Context: an optimization exercise on an open-source flow, tuned for small area and few clock cycles. The choices shown serve that exercise and are no tape-out recipe.
In this exercise RTL edits were held to simulation tests only and were not proved equivalent to the original.

==> job 226: inputs <==
==> flow/design.v (excerpt) <==
module ftdi_frame_codec (
    input  wire        clk,
    input  wire        rst,           
    input  wire        op_valid,
    input  wire [2:0]  op_code,       
    input  wire [15:0] op_arg,        
    output wire        op_ready,
    output wire        tx_valid,
    output reg  [7:0]  tx_data,
    input  wire        tx_ready,
    input  wire        rx_valid,
    input  wire [7:0]  rx_data,
    output wire        rx_ready,
    input  wire [4:0]  rd_idx,
    output wire [15:0] rd_sp,
    output wire [11:0] rd_samp0,
    output wire [11:0] rd_samp1,
    output wire [11:0] rd_samp2,
    output reg  [2:0]  phase,
    output reg  [2:0]  fault,
    output reg  [5:0]  n_count,
    output wire [10:0] wlen,
    output wire [7:0]  erl,
    output reg  [10:0] txcount,
    output reg  [7:0]  rlen,
    output wire [5:0]  nsamp,
    output wire [16:0] stat_sum,
    output wire [5:0]  stat_cnt,
    output wire        stat_valid
);
export LEC_CHECK = 0
export CAP_MARGIN = 20
export CORE_MARGIN = 2
export CORE_UTILIZATION = 40
export PLACE_DENSITY = 0.6
export SLEW_MARGIN = 20
export SYNTH_HIERARCHICAL = 1
create_clock -name core_clock -period 10.0 [get_ports {clk}]
standard.sh (not shown) runs the stock make flow with config.mk's settings and CLKGATE_MAP_FILE= SYNTH_SCRIPT=/design/flow/synth_recipe.tcl, a recipe that flattens the netlist after the stock synthesis.
==> flow/flow/run.sh <==
#!/bin/bash
# Standard ORFS layout, with
#  - an area-oriented re-mapping of the combinational logic of the standard
#    synthesis (registers, their names and cell types are kept as they are;
#    the read multiplexers' three-way AND-OR-invert cells are kept too),
#  - a leaner clock tree (no dummy loads, larger sink clusters),
#  - the smallest buffer on each port.
set -euo pipefail
here=$(pwd)
res=$here/orfs/results/$FLOW_PLATFORM/ftdi_frame_codec/base
lib=$FLOW_HOME/platforms/$FLOW_PLATFORM/lib/sky130_fd_sc_hd__tt_025C_1v80.lib

export CTS_ARGS="-sink_clustering_enable -repair_clock_nets -buf_list sky130_fd_sc_hd__clkbuf_8 -sink_clustering_size 18 -sink_clustering_max_diameter 60 -dont_use_dummy_load"
export BUFFER_PORTS_ARGS="-buffer_cell sky130_fd_sc_hd__buf_1"

# 1. standard synthesis
bash standard.sh synth > standard_synth.log 2>&1

# 2. re-map the combinational logic for area
seq=$(python3 flow/combmap.py "$lib")
yosys -q -l combmap.log -p "read_liberty -ignore_miss_func $lib; delete $seq sky130_fd_sc_hd__conb_1; write_verilog -noattr $here/combmap.v" > /dev/null 2>&1 || true
dontuse=$(grep -o -- "-dont_use [^ ]*" "$here/orfs/logs/$FLOW_PLATFORM/ftdi_frame_codec/base/1_2_yosys.log" | sort -u | tr '\n' ' ')
cp "$res/1_2_yosys.v" "$here/1_2_yosys_standard.v"
yosys -l post_synth.log -p "
read_liberty -lib $lib
read_verilog $here/1_2_yosys_standard.v
hierarchy -top $FLOW_TOP
select -set regs $FLOW_TOP/t:sky130_fd_sc_hd__df* $FLOW_TOP/t:sky130_fd_sc_hd__edf*
tee -o $here/regs_before.txt select -list @regs
techmap -map $here/combmap.v $FLOW_TOP/* $FLOW_TOP/t:sky130_fd_sc_hd__a222oi_1 %d
techmap
opt_expr
opt_clean -purge
abc -liberty $lib $dontuse -script $here/flow/area.abc
rename -hide $FLOW_TOP/w:*.*
opt_clean -purge
hilomap -singleton -hicell sky130_fd_sc_hd__conb_1 HI -locell sky130_fd_sc_hd__conb_1 LO
splitnets
opt_clean -purge
insbuf -buf sky130_fd_sc_hd__buf_4 A X
select -set regs2 $FLOW_TOP/t:sky130_fd_sc_hd__df* $FLOW_TOP/t:sky130_fd_sc_hd__edf*
tee -o $here/regs_after.txt select -list @regs2
stat -liberty $lib
write_verilog -noattr -nohex -nodec $here/1_2_yosys_area.v
" > /dev/null
# keep the standard netlist unless the registers are exactly the same
if cmp -s <(sort regs_before.txt) <(sort regs_after.txt); then
  cp "$here/1_2_yosys_area.v" "$res/1_2_yosys.v"
  rm -f "$res/1_synth.odb" "$res/1_synth.sdc"
  echo "post-synthesis re-mapping used" > post_synth_status.txt
else
  echo "registers differ; standard netlist kept" > post_synth_status.txt
fi

# 3. the rest of the layout
bash standard.sh > standard_finish.log 2>&1
==> flow/flow/area.abc <==
&get -n
&st
&dch
&nf -a
&st
&dch
&nf -a
&put
Other scripts of this flow, unchanged in this note and not shown: flow/flow/combmap.py
==> inputs of job 9402, as changes to job 226 <==
--- a/flow/design.v
+++ b/flow/design.v
@@ -49,74 +49,66 @@
     localparam [7:0] SW_ADC2 = IDLE_STATE & ~SEL_ADC2;
     localparam [7:0] IW      = IDLE_STATE;
     localparam [2:0] OPC_PUSH = 3'd1, OPC_COMPILE = 3'd2, OPC_ABORT = 3'd3, OPC_TXDONE = 3'd4,
                      OPC_RXDATA = 3'd5, OPC_DECODE = 3'd6, OPC_CLEAR = 3'd7;
     localparam [2:0] PH_IDLE = 3'd0, PH_COMPILED = 3'd1, PH_SENT = 3'd2,
                      PH_RECEIVED = 3'd3, PH_DONE = 3'd4, PH_FAULT = 3'd5;
     localparam [1:0] TS_PRE = 2'd0, TS_BLK = 2'd1, TS_TRL = 2'd2, TS_END = 2'd3;
-    localparam [4:0] CAP_POS = 5'd25;
     reg  [511:0] spr;
     reg  [4:0]   psp;
     reg  [899:0] sr;
-    reg  [4:0]   ps;
+    reg  [4:0]   q;             
     reg [15:0] rx_left;       
     reg [4:0]  lag;           
     reg [2:0]  rj;            
     reg [5:0]  kf;            
     reg [16:0] acc;           
     reg [1:0]  ts;            
     reg [3:0]  sub;           
     reg [1:0]  part;          
     reg        hdr;           
     reg [4:0]  tx_frame;
-    reg [11:0] cap;           
-    reg        cap_ok;
     wire busy      = (rx_left != 16'd0);
     wire push_en   = (phase == PH_IDLE) && !n_count[5];
     wire push_wait = op_valid && (op_code == OPC_PUSH) && push_en && (n_count != 6'd0) &&
                      (psp != n_count[4:0] - 5'd1);
-    assign op_ready = !busy && !push_wait;
+    wire dac_blk   = (ts == TS_BLK) && !hdr && (part == 2'd0);
+    wire val_byte  = (phase == PH_COMPILED) && dac_blk && (sub == 4'd7 || sub == 4'd8);
+    wire port_tx   = val_byte && tx_ready && !op_valid;
+    assign op_ready = !busy && !push_wait && !port_tx;
     wire in_frames = (kf < n_count);
     assign rx_ready = busy && (!in_frames || (lag == 5'd0));
     wire op_fire = op_valid && op_ready;
     wire rx_fire = rx_valid && rx_ready;
     wire ins     = rx_fire && in_frames;
-    wire dac_blk  = (ts == TS_BLK) && !hdr && (part == 2'd0);
-    wire cap_need = dac_blk && (sub == 4'd7 || sub == 4'd8);
-    assign tx_valid = (phase == PH_COMPILED) && (ts != TS_END) && !(cap_need && !cap_ok);
+    assign tx_valid = (phase == PH_COMPILED) && (ts != TS_END) && !(val_byte && op_valid);
     wire tx_fire = tx_valid && tx_ready;
     wire [6:0]  n3       = {1'b0, n_count} + {n_count, 1'b0};
     wire [10:0] wlen_c   = {n3 + 7'd1, 4'b0101};      
     wire [7:0]  erl_c    = {n3, 1'b0};                
     wire        compiled = (phase != PH_IDLE) && !fault[0];
     assign wlen = compiled ? wlen_c : 11'd0;
     assign erl  = compiled ? erl_c : 8'd0;
     wire decoded = (phase == PH_DONE) || ((phase == PH_FAULT) && fault[2]);
     assign nsamp      = decoded ? kf : 6'd0;
     assign stat_sum   = decoded ? acc : 17'd0;
     assign stat_cnt   = (decoded && kf != 6'd0) ? kf - 6'd1 : 6'd0;
     assign stat_valid = (phase == PH_DONE) && (kf[5:1] != 5'd0);
-    wire [4:0] rp_sp = psp - rd_idx;
-    reg [4:0] neg6;
+    wire [4:0] rp_sp = psp - (port_tx ? tx_frame : rd_idx);
+    wire [5:0] rp_dif = {1'b0, q} - {1'b0, rd_idx};
+    wire [4:0] rp_s   = rp_dif[5] ? rp_dif[4:0] + 5'd25 : rp_dif[4:0];
+    reg  [899:0] sr_lab;
+    integer l;
     always @(*) begin
-        case (rd_idx)
-            5'd0:  neg6 = 5'd0;   5'd1:  neg6 = 5'd19;  5'd2:  neg6 = 5'd13;  5'd3:  neg6 = 5'd7;
-            5'd4:  neg6 = 5'd1;   5'd5:  neg6 = 5'd20;  5'd6:  neg6 = 5'd14;  5'd7:  neg6 = 5'd8;
-            5'd8:  neg6 = 5'd2;   5'd9:  neg6 = 5'd21;  5'd10: neg6 = 5'd15;  5'd11: neg6 = 5'd9;
-            5'd12: neg6 = 5'd3;   5'd13: neg6 = 5'd22;  5'd14: neg6 = 5'd16;  5'd15: neg6 = 5'd10;
-            5'd16: neg6 = 5'd4;   5'd17: neg6 = 5'd23;  5'd18: neg6 = 5'd17;  5'd19: neg6 = 5'd11;
-            5'd20: neg6 = 5'd5;   5'd21: neg6 = 5'd24;  5'd22: neg6 = 5'd18;  5'd23: neg6 = 5'd12;
-            default: neg6 = 5'd0;
-        endcase
+        for (l = 0; l < 25; l = l + 1)
+            sr_lab[36*l +: 36] = sr[36*((6*l) % 25) +: 36];
     end
-    wire [5:0] rp_sum = {1'b0, ps} + {1'b0, neg6};
-    wire [4:0] rp_s   = (rp_sum >= 6'd25) ? rp_sum[4:0] - 5'd25 : rp_sum[4:0];
     wire [35:0] srd;
     ring_read #(.W(16), .N(32)) u_rd_sp (.d(spr), .sel(32'd1 << rp_sp), .q(rd_sp));
-    ring_read #(.W(36), .N(25)) u_rd_s  (.d(sr),  .sel(25'd1 << rp_s),  .q(srd));
+    ring_read #(.W(36), .N(25)) u_rd_s  (.d(sr_lab), .sel(25'd1 << rp_s), .q(srd));
     assign rd_samp0 = srd[35:24];
     assign rd_samp1 = srd[23:12];
     assign rd_samp2 = srd[11:0];
     reg [7:0] sel_word;
     always @(*) begin
         case (part)
             2'd0:    sel_word = SW_DAC;
@@ -140,49 +132,59 @@
                 4'd0:  tx_data = OP_GPIO_SET;
                 4'd1:  tx_data = sel_word;
                 4'd2:  tx_data = DIRECTION;
                 4'd3:  tx_data = (part == 2'd0) ? WR_HDR0 : XFER_HDR0;
                 4'd4:  tx_data = (part == 2'd0) ? WR_HDR1 : XFER_HDR1;
                 4'd5:  tx_data = (part == 2'd0) ? WR_HDR2 : XFER_HDR2;
                 4'd6:  tx_data = (part != 2'd0) ? ADC_TRIGGER : hdr ? DAC_CFG0 : DAC_DATA_REG;
-                4'd7:  tx_data = (part != 2'd0) ? RDBITS_CMD0 : hdr ? DAC_CFG1 : cap[11:4];
-                4'd8:  tx_data = (part != 2'd0) ? RDBITS_CMD1 : hdr ? DAC_CFG2 : {cap[3:0], 4'h0};
+                4'd7:  tx_data = (part != 2'd0) ? RDBITS_CMD0 : hdr ? DAC_CFG1 : rd_sp[11:4];
+                4'd8:  tx_data = (part != 2'd0) ? RDBITS_CMD1 : hdr ? DAC_CFG2 : {rd_sp[3:0], 4'h0};
                 4'd9:  tx_data = OP_GPIO_SET;
                 4'd10: tx_data = IW;
                 default: tx_data = DIRECTION;
             endcase
         end
     end
     wire [7:0]  rlen_next    = ((op_arg[15:8] != 8'd0) || (op_arg[7:0] > 8'd198)) ? 8'd198 : op_arg[7:0];
     wire [10:0] txcount_next = op_arg[10:0] | {11{op_arg[15:11] != 5'd0}};
     wire        push_fire    = op_fire && (op_code == OPC_PUSH) && push_en;
     wire        rxdata_fire  = op_fire && (op_code == OPC_RXDATA) && (phase == PH_SENT);
     wire        compile_fire = op_fire && (op_code == OPC_COMPILE) && (phase == PH_IDLE);
-    wire        cap_past     = (ts == TS_BLK) && !hdr && ((part != 2'd0) || (sub > 4'd8));
-    wire [4:0]  cap_rel      = psp - tx_frame - {4'd0, cap_past};
-    wire        cap_load     = !cap_ok && (cap_rel == CAP_POS);
+    wire [5:0]  ins_f = ins ? (6'd1 << rj) : 6'd0;
+    wire [35:0] f_en  = {{8{ins_f[0]}}, {4{ins_f[1]}}, {8{ins_f[2]}},
+                         {4{ins_f[3]}}, {8{ins_f[4]}}, {4{ins_f[5]}}};
+    wire [35:0] f_val = {rx_data, rx_data[3:0], rx_data, rx_data[3:0], rx_data, rx_data[3:0]};
+    wire [35:0] f_old = {sr[36*24+28 +: 8], sr[36*0+24 +: 4], sr[36*1+16 +: 8],
+                         sr[36*2+12 +: 4], sr[36*3+4 +: 8], sr[36*4 +: 4]};
+    wire [35:0] f_new;
+    wire [15:0] sp_new;
+    genvar gi;
+    generate
+        for (gi = 0; gi < 36; gi = gi + 1) begin : fsel
+            sel2 u (.a(f_val[gi]), .s(f_en[gi]), .b(f_old[gi]), .sn(~f_en[gi]), .y(f_new[gi]));
+        end
+        for (gi = 0; gi < 16; gi = gi + 1) begin : psel
+            sel2 u (.a(op_arg[gi]), .s(push_fire), .b(spr[496+gi]), .sn(~push_fire), .y(sp_new[gi]));
+        end
+    endgenerate
     reg [899:0] sr_next;
     always @(*) begin
         sr_next = {sr[863:0], sr[899:864]};
-        if (ins) begin
-            case (rj)
-                3'd0: sr_next[36*0+28 +: 8] = rx_data;
-                3'd1: sr_next[36*1+24 +: 4] = rx_data[3:0];
-                3'd2: sr_next[36*2+16 +: 8] = rx_data;
-                3'd3: sr_next[36*3+12 +: 4] = rx_data[3:0];
-                3'd4: sr_next[36*4+4  +: 8] = rx_data;
-                default: sr_next[36*5+0 +: 4] = rx_data[3:0];
-            endcase
-        end
+        sr_next[36*0+28 +: 8] = f_new[35:28];
+        sr_next[36*1+24 +: 4] = f_new[27:24];
+        sr_next[36*2+16 +: 8] = f_new[23:16];
+        sr_next[36*3+12 +: 4] = f_new[15:12];
+        sr_next[36*4+4  +: 8] = f_new[11:4];
+        sr_next[36*5+0  +: 4] = f_new[3:0];
     end
     always @(posedge clk) begin
-        spr <= {spr[495:0], push_fire ? op_arg : spr[511:496]};
+        spr <= {spr[495:0], sp_new};
         sr  <= sr_next;
         psp <= (push_fire && n_count == 6'd0) ? 5'd0 : psp + 5'd1;
-        ps  <= rxdata_fire ? 5'd24 : (ps == 5'd24) ? 5'd0 : ps + 5'd1;
+        q   <= rxdata_fire ? 5'd4 : (q >= 5'd4) ? q - 5'd4 : q + 5'd21;
         if (rxdata_fire || ins)
             lag <= 5'd0;
         else
             lag <= (lag == 5'd24) ? 5'd0 : lag + 5'd1;
     end
     always @(posedge clk) begin
         if (rxdata_fire) begin
@@ -197,28 +199,21 @@
                     acc <= acc + {5'd0, sr[36*4+24 +: 12] ^ 12'h800};
             end else begin
                 rj <= rj + 3'd1;
             end
         end
     end
     always @(posedge clk) begin
-        if (cap_load)
-            cap <= spr[16*CAP_POS +: 12];
         if (compile_fire) begin
             ts       <= TS_PRE;
             sub      <= 4'd0;
             part     <= 2'd0;
             hdr      <= 1'b1;
             tx_frame <= 5'd0;
-            cap_ok   <= 1'b0;
         end else begin
-            if (cap_load)
-                cap_ok <= 1'b1;
-            else if (tx_fire && dac_blk && sub == 4'd8)
-                cap_ok <= 1'b0;
             if (tx_fire) begin
                 case (ts)
                     TS_PRE: begin
                         if (sub == 4'd5) begin
                             ts  <= TS_BLK;
                             sub <= 4'd0;
                         end else begin
@@ -365,7 +360,13 @@
 endmodule
 module aoi2 (
     input  wire a0, a1, s0, s1,
     output wire y
 );
     assign y = ~((a0 & s0) | (a1 & s1));
 endmodule
+module sel2 (
+    input  wire a, s, b, sn,
+    output wire y
+);
+    assign y = (a & s) | (b & sn);
+endmodule
--- a/flow/flow/run.sh
+++ b/flow/flow/run.sh
@@ -1,12 +1,13 @@
 #!/bin/bash
 # Standard ORFS layout, with
 #  - an area-oriented re-mapping of the combinational logic of the standard
 #    synthesis (registers, their names and cell types are kept as they are;
-#    the read multiplexers' three-way AND-OR-invert cells are kept too),
+#    the read multiplexers' AND-OR-invert cells and the ring write selectors'
+#    AND-OR cells are kept too),
 #  - a leaner clock tree (no dummy loads, larger sink clusters),
 #  - the smallest buffer on each port.
 set -euo pipefail
 here=$(pwd)
 res=$here/orfs/results/$FLOW_PLATFORM/ftdi_frame_codec/base
 lib=$FLOW_HOME/platforms/$FLOW_PLATFORM/lib/sky130_fd_sc_hd__tt_025C_1v80.lib
 
@@ -23,15 +24,15 @@
 cp "$res/1_2_yosys.v" "$here/1_2_yosys_standard.v"
 yosys -l post_synth.log -p "
 read_liberty -lib $lib
 read_verilog $here/1_2_yosys_standard.v
 hierarchy -top $FLOW_TOP
 select -set regs $FLOW_TOP/t:sky130_fd_sc_hd__df* $FLOW_TOP/t:sky130_fd_sc_hd__edf*
 tee -o $here/regs_before.txt select -list @regs
-techmap -map $here/combmap.v $FLOW_TOP/* $FLOW_TOP/t:sky130_fd_sc_hd__a222oi_1 %d
+techmap -map $here/combmap.v $FLOW_TOP/* $FLOW_TOP/t:sky130_fd_sc_hd__a222oi_1 %d $FLOW_TOP/t:sky130_fd_sc_hd__a22o_1 %d
 techmap
 opt_expr
 opt_clean -purge
 abc -liberty $lib $dontuse -script $here/flow/area.abc
 rename -hide $FLOW_TOP/w:*.*
 opt_clean -purge
 hilomap -singleton -hicell sky130_fd_sc_hd__conb_1 HI -locell sky130_fd_sc_hd__conb_1 LO
==> flow/flow/area.abc (replaced) <==
&get -n
&st
&deepsyn -T 120
&dch
&nf -a
&st
&dch
&nf -a
&put
==> inputs of job 6133, as changes to job 226 <==
Settings changed: CORE_UTILIZATION 40 to 55, PLACE_DENSITY 0.6 to 0.7.
==> flow_summary.yaml <==
status:
  outcome: "no timing/DRC/antenna violations"
grt:
  grt_pass1_wl_um: 178000
power_and_ir_drop:
  p_clk_share_pct: 20.1
critical_path:
  path_common_cell: "maj3_1"
detailed_routing:
  vias_per_cell: 6.57
place:
  dp_cells: 4450
finish:
  num_antenna_cells: 6
The numbers above come from job 6133.

==> flow_summary.yaml <==
status:
  outcome: "no timing/DRC/antenna violations"
critical_path:
  path_common_cell: "maj3_1"
grt:
  grt_pass1_wl_um: 176000
finish:
  num_antenna_cells: 7
place:
  dp_cells: 4844
The numbers above come from job 226.

==> flow_summary.yaml <==
status:
  outcome: "no timing/DRC/antenna violations"
place:
  dp_cells: 4608
power_and_ir_drop:
  p_clk_share_pct: 23.8
finish:
  num_antenna_cells: 6
synth:
  syn_area_per_cell_um2: 13.6
detailed_routing:
  vias_per_cell: 5.93
grt:
  grt_pass1_wl_um: 179000
  grtUsageMet1_pct: 31.2
The numbers above come from job 9402.

Testbench counts of job 226, summed over its fixed seeds: cycles 23,344.
Testbench counts of job 9402, summed over its fixed seeds: cycles 23,344.
Testbench counts of job 6133, summed over its fixed seeds: cycles 23,344.

-- static timing again, ports no longer ideal --
Ports are ideal in the flow. The routed layouts listed here were re-timed in OpenROAD. Step 1 (the two cells are an assumption about what drives the block):
set clk [get_ports {clk}]
set_driving_cell -lib_cell sky130_fd_sc_hd__clkbuf_16 $clk
set_driving_cell -lib_cell sky130_fd_sc_hd__buf_2 [delete_from_list [all_inputs] $clk]
Step 2 times the ports against the registers' clock, not the clock port: input delays grow and output delays shrink by t, the midpoint of the rising clock arrivals with the driver on. Three values: no drivers, after step 1, after step 2; two values: the first two.
run | shift t [ns] | setup WS [ns] | worst setup path at the end | latest minus earliest clock arrival (ns) | worst register clock-pin slew, ns
job 226 | 0.814 | 0.739 / 0.639 / 0.639 | input to output | 0.159 / 0.159 | 0.11 / 0.11
job 9402 | 0.807 | 0.392 / 0.350 / 0.350 | input to output | 0.150 / 0.149 | 0.11 / 0.11
job 6133 | 0.777 | 0.706 / 0.623 / 0.623 | input to output | 0.140 / 0.140 | 0.11 / 0.11
After both steps setup and hold are still met in every run listed. The setup slack of job 226, which loses most, moves by -0.100 ns with the drivers and by -0.100 ns with both steps.
